From an optimization exercise on the open Yosys and OpenROAD flow, aimed at small area and few clock cycles; shortcuts taken in it are not production practice.
The RTL was checked by simulation tests, not by an equivalence proof against the original design.
Power figures rest on the tool's default switching activity, not on a simulated workload.

## design/flow/config.mk

```make
export PLATFORM = sky130hd
export DESIGN_NAME = rapidlok_track_decoder
export DESIGN_NICKNAME = rapidlok_track_decoder
export VERILOG_FILES = /design/flow/design.v
export SDC_FILE = /design/flow/constraint.sdc
export NUM_CORES = 4
export LEC_CHECK = 0
export CAP_MARGIN = 20
export CORE_MARGIN = 2
export CORE_UTILIZATION = 40
export SLEW_MARGIN = 20
```

## design/flow/constraint.sdc

```tcl
create_clock -name core_clock -period 10.0 [get_ports {clk}]
set_input_delay 2.0000 -clock core_clock [delete_from_list [all_inputs] [get_ports {clk}]]
set_output_delay 2.0000 -clock core_clock [all_outputs]
set_load 0.01 [all_outputs]
```

## design/flow/design.v

```verilog
module rl_t6 (
    input  wire [3:0] n,
    output reg  [5:0] p
);
    always @(*) begin
        case (n)
            4'h0: p = 6'h24; 4'h1: p = 6'h25; 4'h2: p = 6'h26; 4'h3: p = 6'h27;
            4'h4: p = 6'h2C; 4'h5: p = 6'h2D; 4'h6: p = 6'h2E; 4'h7: p = 6'h2F;
            4'h8: p = 6'h34; 4'h9: p = 6'h35; 4'hA: p = 6'h36; 4'hB: p = 6'h37;
            4'hC: p = 6'h3C; 4'hD: p = 6'h3D; 4'hE: p = 6'h3A; default: p = 6'h3B;
        endcase
    end
endmodule
module rl_hdr_synth (
    input  wire [7:0]  track,
    input  wire [7:0]  sector,
    output wire [55:0] hdr
);
    wire [7:0] c = track ^ sector ^ 8'h96;
    wire [5:0] p_sh, p_sl, p_th, p_tl, p_ch, p_cl;
    rl_t6 u_sh (.n(sector[7:4]), .p(p_sh));
    rl_t6 u_sl (.n(sector[3:0]), .p(p_sl));
    rl_t6 u_th (.n(track[7:4]),  .p(p_th));
    rl_t6 u_tl (.n(track[3:0]),  .p(p_tl));
    rl_t6 u_ch (.n(c[7:4]),      .p(p_ch));
    rl_t6 u_cl (.n(c[3:0]),      .p(p_cl));
    assign hdr = {8'h75, p_sh, p_sl, p_th, p_tl, 6'h35, 6'h2E, p_ch, p_cl};
endmodule
module rapidlok_track_decoder (
    input  wire        clk,
    input  wire        rst,
    input  wire        in_valid,
    output wire        in_ready,
    input  wire [7:0]  in_data,
    input  wire        in_last,
    input  wire [7:0]  trk,
    output reg         hdr_valid,
    output reg  [4:0]  hdr_sec,
    output reg  [15:0] hdr_pos,
    output reg         pay_valid,
    output reg  [15:0] pay_data,
    output reg         span_valid,
    output reg         span_mark,
    output reg         trk_done,
    output reg  [4:0]  trk_nfound
);
    localparam NSLOT = 21;
    localparam PH_MARK = 2'd0;    
    localparam PH_DATA = 2'd1;    
    localparam PH_IDLE = 2'd2;    
    reg [7:0]  win [0:6];
    reg [2:0]  wcnt;
    reg [15:0] qpos;
    reg        flushing;         
    reg [7:0]  trk_l;            
    reg        trk_started;
    wire full = (wcnt == 3'd7);
    wire proc = full || (flushing && wcnt != 3'd0);
    assign in_ready = !flushing && (!full || proc);
    wire take = in_valid && in_ready;
    wire trk_end = flushing && (wcnt == 3'd0);
    wire [55:0] window = {win[0], win[1], win[2], win[3], win[4], win[5], win[6]};
    wire [4:0] total = (trk_l >= 8'd31) ? 5'd16 :
                       (trk_l <= 8'd17) ? 5'd20 :
                       (trk_l <= 8'd24) ? 5'd18 : 5'd17;
    reg  [NSLOT-1:0] found;
    wire [NSLOT-1:0] match;
    genvar gs;
    generate
        for (gs = 0; gs < NSLOT; gs = gs + 1) begin : g_slot
            wire [55:0] h;
            rl_hdr_synth u_syn (.track(trk_l), .sector(gs[7:0]), .hdr(h));
            assign match[gs] = full && (window == h) && (gs <= total) && !found[gs];
        end
    endgenerate
    reg [4:0] match_sec;
    integer k;
    always @(*) begin
        match_sec = 5'd0;
        for (k = 0; k < NSLOT; k = k + 1)
            if (match[k]) match_sec = k[4:0];
    end
    wire new_hdr = proc && (match != {NSLOT{1'b0}});
    reg        span_open;
    reg [1:0]  phase;
    reg [5:0]  off;              
    reg        prev_ff;          
    reg [9:0]  dcnt;             
    reg [1:0]  tcnt;             
    reg [15:0] tri_buf;              
    reg [15:0] pend0, pend1;     
    reg [1:0]  npend;
    reg [4:0]  nfound;
    wire [7:0] x = win[0];
    wire [23:0] v = {tri_buf, x};
    wire [15:0] w = ~{v[22:21], v[19:18], v[16:15], v[13:12],
                      v[10:9],  v[7:6],   v[4:3],   v[1:0]};
    always @(posedge clk) begin
        if (rst) begin
            wcnt        <= 3'd0;
            qpos        <= 16'd0;
            flushing    <= 1'b0;
            trk_l       <= 8'd0;
            trk_started <= 1'b0;
            found       <= {NSLOT{1'b0}};
            span_open   <= 1'b0;
            phase       <= PH_IDLE;
            off         <= 6'd0;
            prev_ff     <= 1'b0;
            dcnt        <= 10'd0;
            tcnt        <= 2'd0;
            tri_buf         <= 16'd0;
            pend0       <= 16'd0;
            pend1       <= 16'd0;
            npend       <= 2'd0;
            nfound      <= 5'd0;
            hdr_valid   <= 1'b0;
            hdr_sec     <= 5'd0;
            hdr_pos     <= 16'd0;
            pay_valid   <= 1'b0;
            pay_data    <= 16'd0;
            span_valid  <= 1'b0;
            span_mark   <= 1'b0;
            trk_done    <= 1'b0;
            trk_nfound  <= 5'd0;
        end else begin
            hdr_valid  <= 1'b0;
            pay_valid  <= 1'b0;
            span_valid <= 1'b0;
            trk_done   <= 1'b0;
            if (proc) begin
                win[0] <= win[1];
                win[1] <= win[2];
                win[2] <= win[3];
                win[3] <= win[4];
                win[4] <= win[5];
                win[5] <= win[6];
                qpos   <= qpos + 16'd1;
            end
            if (take) begin
                win[proc ? wcnt - 3'd1 : wcnt] <= in_data;
                if (!trk_started) begin
                    trk_l       <= trk;
                    trk_started <= 1'b1;
                end
                if (in_last) flushing <= 1'b1;
            end
            wcnt <= wcnt + {2'd0, take} - {2'd0, proc};
            if (proc) begin
                if (new_hdr) begin
                    if (span_open) begin
                        span_valid <= 1'b1;
                        span_mark  <= (phase == PH_DATA);
                    end
                    hdr_valid <= 1'b1;
                    hdr_sec   <= match_sec;
                    hdr_pos   <= qpos;
                    found     <= found | match;
                    nfound    <= nfound + 5'd1;
                    span_open <= 1'b1;
                    phase     <= PH_MARK;
                    off       <= 6'd1;
                    prev_ff   <= 1'b0;
                    dcnt      <= 10'd0;
                    tcnt      <= 2'd0;
                    npend     <= 2'd0;
                end else if (span_open) begin
                    if (off != 6'd63) off <= off + 6'd1;
                    case (phase)
                        PH_MARK: begin
                            if (off >= 6'd7) begin
                                if (prev_ff && x == 8'h6B) begin
                                    phase <= PH_DATA;
                                end else if (off == 6'd38) begin
                                    phase <= PH_IDLE;
                                end
                                prev_ff <= (x == 8'hFF);
                            end
                        end
                        PH_DATA: begin
                            if (dcnt != 10'd582) begin
                                dcnt <= dcnt + 10'd1;
                                if (tcnt == 2'd2) begin
                                    tcnt <= 2'd0;
                                    if (npend == 2'd2) begin
                                        pay_valid <= 1'b1;
                                        pay_data  <= pend0;
                                        pend0     <= pend1;
                                        pend1     <= w;
                                    end else if (npend == 2'd1) begin
                                        pend1 <= w;
                                        npend <= 2'd2;
                                    end else begin
                                        pend0 <= w;
                                        npend <= 2'd1;
                                    end
                                end else begin
                                    tri_buf  <= {tri_buf[7:0], x};
                                    tcnt <= tcnt + 2'd1;
                                end
                            end
                        end
                        default: ;
                    endcase
                end
            end
            if (trk_end) begin
                if (span_open) begin
                    span_valid <= 1'b1;
                    span_mark  <= (phase == PH_DATA);
                end
                trk_done    <= 1'b1;
                trk_nfound  <= nfound;
                flushing    <= 1'b0;
                trk_started <= 1'b0;
                qpos        <= 16'd0;
                found       <= {NSLOT{1'b0}};
                span_open   <= 1'b0;
                phase       <= PH_IDLE;
                nfound      <= 5'd0;
            end
        end
    end
endmodule
```

## design/flow/run.sh

```bash
#!/bin/bash
# synth_recipe.tcl (not shown) runs the flow's synth.tcl, then flattens the netlist and writes it again
# the make line also repeats each setting of config.mk as NAME=value (left out here)
make -C /OpenROAD-flow-scripts/flow DESIGN_CONFIG=/design/flow/config.mk WORK_HOME=/design/flow/orfs CLKGATE_MAP_FILE= SYNTH_SCRIPT=/design/flow/synth_recipe.tcl finish
```

==> notes.md <==
-- layer usage --
| metal | share of wire | track usage | up-vias |
|---|---|---|---|
| met1 | 0.48 | 0.257 | 3852 |
| met2 | 0.45 | 0.289 | 178 |
| met5 | 0.00061 | 0 | - |
| li1 | - | - | 4099 |
| met4 | 0.025 | 0.0562 | 2 |
| met3 | 0.045 | 0.0315 | 46 |
-- state kept, by name, summed over array words and instances (netlist names), 2 cells and up --
name,flops
win,56
found,21
hdr_pos,16
pay_data,16
pend0,16
pend1,16
qpos,16
tri_buf,13
dcnt,10
trk_l,8
off,6
g_slot.u_syn.p_th,5
g_slot.u_syn.p_tl,5
hdr_sec,5
nfound,5
trk_nfound,5
wcnt,3
npend,2
phase,2
tcnt,2
-- power by group through the flow --
stage          sequential [mW]  clock (mW)  combinational (mW)
5_1_grt                   1.08        1.11               0.252
2_1_floorplan             1.07           0               0.172
6_report                  1.08        1.04               0.228
3_3_place_gp              1.10           0               0.223
3_5_place_dp              1.10           0               0.226
4_1_cts                   1.08        1.06               0.227
-- kinds of logic after synthesis --
logic type	Yosys count	synth area share
adder cells (fa/ha/maj)	14	0.0169
AND/OR/NAND/NOR	439	0.201
AO/OA/AOI/OAI	189	0.120
flip-flops	237	0.491
XOR/XNOR	54	0.0451
buffers and inverters	71	0.0288
multiplexers	100	0.0980
-- layout make-up --
type / count / area (um^2) / area share
Tap cell: 341 / 427 / 0.0336
Multi-Input combinational cell: 796 / 5200 / 0.409
Sequential cell: 237 / 5310 / 0.417
Inverter: 29 / 109 / 0.00856
Clock buffer: 39 / 805 / 0.0633
Timing Repair Buffer: 74 / 721 / 0.0567
Clock inverter: 9 / 145 / 0.0114
-- synthesized netlist by cell type (all sizes together) (2+ instances only) --
cell type  count
nor4bb         2
and4           6
o211ai         2
edfxtp        56
nand4b         5
mux2          47
nand2         75
or4            6
dfxtp        181
o311ai         3
a21oi         62
ha            13
o22ai          5
mux2i         53
o32ai          2
nor2         180
o31ai          4
o41ai          2
xnor2         21
nand3         23
nor4          13
a21o           5
nor2b          5
nand3b         4
a31oi          7
xor2          33
and3          11
and4b          2
nand4         24
buf           21
a211oi        20
nor4b          4
clkbuf        21
nor3          35
nand2b         7
or2           10
inv           29
a2bb2oi        2
o21a           5
o22a           3
o21ai         41
a22o          15
or3           21
-- worst max-delay path by stage --
stage	startpoint	to	cells past startpoint
6_report	in_valid	win[1][5]$_DFFE_PP_	5
5_1_grt	in_valid	win[6][4]$_DFFE_PP_	5
4_1_cts	in_valid	win[0][5]$_DFFE_PP_	5
3_5_place_dp	in_valid	win[0][5]$_DFFE_PP_	5
3_3_place_gp	in_valid	win[2][0]$_DFFE_PP_	5
2_1_floorplan	rst	win[6][0]$_DFFE_PP_	4
-- worst register-to-register path: cells and delay by family (launching register included) --
kind / cells / cell delay [ps]
compound gates: 2 / 500
flops: 1 / 400
simple gates: 6 / 2700
==> summary.md <==
| Metric | Value |
|---|---|
| Placed wire-length estimate | `18.6 mm` |
| Portion of total power attributed to combinational logic | `0.097` |
| Static power due to leakage | `4.28 nW` |
| Top FF cell, synth | `sky130_fd_sc_hd__dfxtp_1` |
| Critical path's largest stage delay | `880 ps` |
| Capturing point of the worst reg2reg path | `dcnt[6]$_SDFFE_PP0P_` |
| Most common cell after layout, fill and taps aside | `sky130_fd_sc_hd__dfxtp_1` |
| Worst Hold End | `trk_nfound[3]$_SDFFE_PP0P_` |
| Worst setup path category | `input port to flop` |
| Placed cells | `1477` |
| Flops & latches, synth | `237` |
| Count of buffers added by post-CTS timing repair for setup | `0` |
| First-pass GRT wire length | `41.9 mm` |
| Largest cells by area after synthesis | `sky130_fd_sc_hd__dfxtp_1, sky130_fd_sc_hd__edfxtp_1, sky130_fd_sc_hd__nor2_1` |
| CTS tree | `done` |
| Worst-Skew Late Latency | `530 ps` |
| Count of cells along the worst hold path | `2` |
| Die Y-Extent | `168 um` |
| Syn-to-layout area delta | `17.5%` |
| DRC violation total after the first TritonRoute iteration | `697` |
| Cell accounting for the most synthesized area | `sky130_fd_sc_hd__dfxtp_1` |
| Post-CTS Resized | `0` |
| Hold buffers post-CTS | `0` |
| RSZ-0062 raised after global routing | `false` |
| Critical Path AT | `4120 ps` |
| Via count of the routed design | `8177` |
| Antenna fix cells | `0` |
| Number of antenna-violating nets in the routed design | `0` |
| Timing-limited maximum frequency | `252 MHz` |
| Area of all placed cells without fillers | `12700 um^2` |
| Width of the chip | `168 um` |
| # setup viols final | `0` |
| Layout cells sized above 1 | `0.120` |
| Max clock buf depth | `3` |
| Peak supply drop | `0.161 mV` |
| Commonest non-fill, non-tap cells in the layout | `sky130_fd_sc_hd__dfxtp_1, sky130_fd_sc_hd__nor2_1, sky130_fd_sc_hd__nand2_1` |
| Fin worst setup slack | `6020 ps` |
| Initial antenna violation count | `1` |
| Clock sink count | `237` |
| Placed cell area | `11800 um^2` |
| Dominant delay contributor by cell family on the critical path | `compound AO/OA/AOI/OAI gates` |
| Count of buffering cells on the critical path with inverters included | `1` |
| Syn Area/Cell | `9.80 um^2` |
| Transition time at the pin with the least slew margin | `1080 ps` |
| Yosys cell types | `83` |
| Setup slack of the worst register-to-register path | `6260 ps` |
| Switching power as a share of total power | `0.244` |
| Wirelength, routed | `26.3 mm` |
| Post-route DRC | `0` |
| Crit path time final | `3980 ps` |
| Via count of the first global-routing pass | `7693` |
| Number of flops mapped to enable cells by yosys | `56` |
| TritonCTS Buffers | `26` |
| Maximum number of pins on one net before global-route repair | `84` |
| Summed instance area of the synthesized netlist | `10800 um^2` |
| Htree depth | `1` |
| Worst hold slack | `458 ps` |
| Number of port buffers | `67` |
| Total overflow reported by the global router | `0` |
| Number of instances in the synthesized netlist | `1104` |
| Post-synth top area share | `0.335` |
| Outcome | `finished clean` |
| Type of origin of the critical path | `input port` |
| Initial Utilization | `0.405` |
| Slowest cell on the critical path | `sky130_fd_sc_hd__o21ai_0` |
| Worst path cell trace | `clkdlybuf4s50_1 > nand2_1 > nor2_1 > nand2_1 > o21ai_0` |
| Clk pwr share | `0.443` |
| Power, Total | `2.34 mW` |
| Max-slew violation count | `0` |
| Power density normalized to cell area | `184 nW/um^2` |
| Final count of hold timing violations | `0` |
| Number of filler cells placed in the layout | `2520` |
| DIE AREA | `28400 um^2` |
| Clock slew at the register clock pins of the worst setup and hold paths | `60 ps` |
| Number of standard cells in the final layout excluding fillers | `1525` |
| Psw | `0.572 mW` |
| Number of warnings reported in the yosys synthesis log | `2` |
| Class of the most critical hold timing path | `flop to flop` |
| Headroom to the max-slew limit | `0.269` |
| Total Negative Setup Slacks | `0 ps` |
| Startpoint of the worst register-to-register path | `win[5][4]$_DFFE_PP_` |
| Post-Route Skew | `14.6 ps` |
| Core region area | `26700 um^2` |
| Io pins | `68` |
| Part of the Yosys area used for sequential elements | `0.491` |
| Gp weighted congestion | `0.926` |
| Syn nets | `1138` |
| Fraction of power consumed by sequential logic | `0.459` |
| Global routing usage summed across all routing layers | `0.183` |
| NumNets Final | `1198` |
| Maxcap violations | `0` |
| DRT Pass-1 Iters | `5` |
| Largest fanout of any net on the critical path | `12` |
| Row cnt | `60` |
| Endpoint kind of the worst setup timing path | `flop` |
| Share of the cycle needed by the critical path after routing | `0.398` |
| Post-detailed-route via-to-cell ratio | `5.36` |
| Cell Int Power | `1.77 mW` |
| Number of cells on the worst reg-to-reg path | `8` |
| Data required, critical path | `10140 ps` |
| Share of synthesized flip-flops with an asynchronous set or reset | `0` |
| Most frequent cell on the critical path | `sky130_fd_sc_hd__nand2_1` |
| Source of the worst hold timing path | `trk_nfound[3]$_SDFFE_PP0P_` |
| Post-DR wirelength/cell | `17.3 um` |
| Post-layout util | `0.476` |
| Clk Tree Root Cell | `sky130_fd_sc_hd__clkbuf_16` |
| Dpl ws | `5470 ps` |
Testbench counts, summed over its fixed seeds: cycles 191,654.

separate check: timing with driven ports:
The flow's constraints put no driver on any port. The routed layout listed below was extracted and timed again, unchanged, in two steps.
Step 1 assumes that a clkbuf_16 drives the clock port and a buf_2 every other input.
Step 2 adds t to the input delays and takes it off the output delays; t is the mean of the earliest and latest rising clock arrival at the registers after step 1. Input paths then give back, and output paths get back, about the clock's delay inside the block.
Three values: no drivers, after step 1, after step 2; two values: the first two.
t (ns): 0.569
setup WS [ns]: 6.024 / 6.048 / 5.480
latest minus earliest clock arrival (ns): 0.014 / 0.015
pins driven straight from the clock port: 1
After both steps this run still meets setup and hold. For this run, drivers alone change the setup slack by +0.024 ns; drivers and shift together by -0.544 ns.
